Context: an optimization exercise on an open-source flow, tuned for a short achievable clock period and few clock cycles. The choices shown serve that exercise and are no tape-out recipe.
Where RTL was checked, it was by simulation tests only, not by an equivalence proof against the original.
Power and IR drop assume default switching activity.

## v6
==> flow/design.v (excerpt) <==
module snappy_dec (
    input  wire        clk,
    input  wire        rst,
    input  wire        start,
    input  wire [15:0] src_len,
    input  wire [15:0] dst_cap,
    output wire        busy,
    output reg         done,
    output reg  [7:0]  fault,
    output reg  [31:0] result,
    output reg  [31:0] info0,
    output reg  [31:0] info1,
    output reg         in_re,
    output reg  [15:0] in_addr,
    input  wire [7:0]  in_rdata,
    output reg         out_re,
    output reg  [15:0] out_raddr,
    input  wire [7:0]  out_rdata,
    output reg         out_we,
    output reg  [15:0] out_waddr,
    output reg  [7:0]  out_wdata
);
Size: about 3,800 cells after synthesis.
Settings: LEC_CHECK=0, ABC_CLOCK_PERIOD_IN_PS=3000, CAP_MARGIN=20, CORE_MARGIN=2, CORE_UTILIZATION=40, SETUP_SLACK_MARGIN=5, SLEW_MARGIN=20; clock period 10.0 ns.
run.sh (not shown) runs the stock make flow with config.mk's settings and CLKGATE_MAP_FILE= SYNTH_SCRIPT=/design/flow/synth_recipe.tcl, a recipe that flattens the netlist after the stock synthesis.
Modified inputs, v7 compared to v6
Settings: ABC_CLOCK_PERIOD_IN_PS no longer set, was 3000; SETUP_SLACK_MARGIN no longer set, was 5.
### Flow results
- Area growth from synthesis to layout of v6 is on par with v7.
- Against v6, v7 reports a setup slack that is lower.
- v6 → v7: share of the clock period used by the worst path after layout went up 2.5 points, core utilization held.
- Diff v6..v7 | overall overflow remaining after global route | unchanged
Function was not checked in any run of this note: the RTL went through the layout flow alone.

========
== v29 ==
snappy_dec, a different RTL version from the one above (not shown whole).
Settings: LEC_CHECK=0, ABC_CLOCK_PERIOD_IN_PS=3000, CAP_MARGIN=20, CORE_MARGIN=2, CORE_UTILIZATION=50, SLEW_MARGIN=20; clock period 10.0 ns.
standard.sh (not shown) runs the stock make flow with config.mk's settings and CLKGATE_MAP_FILE= SYNTH_SCRIPT=/design/flow/synth_recipe.tcl, a recipe that flattens the netlist after the stock synthesis.
==> flow/flow/run.sh <==
#!/bin/bash
set -euo pipefail
bash standard.sh SETUP_SLACK_MARGIN=7.2 finish > flow_make.log 2>&1
Having completed the whole flow, v29 delivered a layout that passed the timing, DRC and antenna checks.
Testbench counts of v29, summed over its fixed seeds: cycles 151,834.
--- input diff v29..v40 ---
Settings: CTS_CLUSTER_DIAMETER newly set to 80; CTS_CLUSTER_SIZE newly set to 20; CORE_UTILIZATION changed from 50 to 75.
==> summary.txt <==
v29 → v40: total non-filler cell area in the finished layout down about 4.4%; combined buffer and inverter count along the critical path went up 3; worst stage delay on the critical path rose by 0.12 ns; data required time of the worst path climbed 2.51 ns.
flip-flop to flip-flop as the critical path class was reported by v40, and flip-flop to output port by v29.
Comparing part of the total power dissipated in combinational logic for v40 and v29, the smaller number came from v29.
Looking at via count, v40 sits 2360 above v29.
Fmax came out lower on v40 than on v29.
Looking at number of well-tap cells placed, v40 sits 36% lower than v29 does.
### v40 -> v17
Settings: CORE_UTILIZATION changed from 75 to 60; CTS_CLUSTER_DIAMETER removed (was 80); CTS_CLUSTER_SIZE removed (was 20).
Notes after the runs:
- Compared with v40, v17 shows internal power consumption higher by 17%.
- Sort v17 and v40 by area of combinational cells with multiple inputs, descending, and v17 comes first.
- Relative to v40, the maximum clock frequency of v17 is higher by 9.2 MHz.
- [compare] base=v40 new=v17: power now sits higher; fraction of cell area in non-clock buffers -0.45 points.
Setup changes, v17 to v21
Settings: changing CORE_UTILIZATION from 60 to 67.
[summary]
- v21 reached the final stage; the timing, DRC and antenna checks on its layout passed.
- v17 finished every step from synthesis to the final layout, and the layout passed the timing, DRC and antenna checks.
- v21 ends up with a post-CTS setup buffer count that is 11% higher than in v17.
- v17 vs v21, destination of the critical timing path: out_we vs in_re
- v17 and v21 ended up with roughly the same final max-slew violation count.
- v21 vs. v17: total power shrank by about 2%; cell depth of the worst flop-to-flop path climbed 2; portion of total power attributed to sequential cells picked up an extra 0.9 points.
- Comparing v17 and v21, the lower met2 wirelength from detailed routing was measured on v17.
- Utilization (v21 over v17): increase, 7.7 points
- Compared with v17, in v21 initial antenna violation count now sits higher; global-route wire length before repair now sits at about the same level; sequential cell count now sits at about the same level; share of power burned in combinational logic now sits higher.
> inputs changed (v21 -> v22)
Settings: CTS_CLUSTER_DIAMETER now 80, previously not set; CORE_UTILIZATION now 60, was 67; CTS_CLUSTER_SIZE now 20, previously not set.
Findings:
- Relative to v21, clock-buffer cell count has decreased by 35% in v22.
- Diff v21 -> v22 | number of levels in the clock H-tree | decrease of 1
- Area overhead of the layout relative to synthesis down 3.3 points in v22 wrt v21
- Looking only at biggest fanout along the worst timing path, and setting everything else aside, the lower value of v22 and v21 goes to v22.
- v22 vs v21 on worst hold slack: v22 is the higher one.
- Per the comparison of v22 with v21, clock group share of total power went down 7.9 points; internal power component now smaller.

## port drivers added, routing unchanged
Ports are ideal in the flow. The routed layouts listed here were re-timed in OpenROAD.
Step 1 assumes that a clkbuf_16 drives the clock port and a buf_2 every other input.
Step 2, shift: input delay + t, output delay - t, t = (earliest + latest rising clock arrival at the registers) / 2. This alone moves slack from input paths to output paths.
Slacks: ideal / step 1 / step 2; pairs: ideal / step 1.
run	shift t [ns]	setup slack, ns	clock arrival spread, ns	worst slew at a driven data input, ns	pins driven straight from the clock port
v6	0.760	5.416 / 5.416 / 5.012	0.036 / 0.037	0.06	1
v7	0.759	5.162 / 5.162 / 5.020	0.034 / 0.034	0.06	1
v29	0.696	6.886 / 6.818 / 6.616	0.033 / 0.032	0.06	1
v40	0.689	6.782 / 6.782 / 6.604	0.032 / 0.031	0.10	1
v17	0.693	6.875 / 6.809 / 6.621	0.030 / 0.030	0.08	1
v21	0.688	6.870 / 6.807 / 6.568	0.040 / 0.040	0.06	1
v22	0.682	6.859 / 6.795 / 6.615	0.037 / 0.038	0.07	1
After both steps setup and hold are still met in every run listed. The setup slack of v6, which loses most, moves by 0.000 ns with the drivers and by -0.404 ns with both steps.
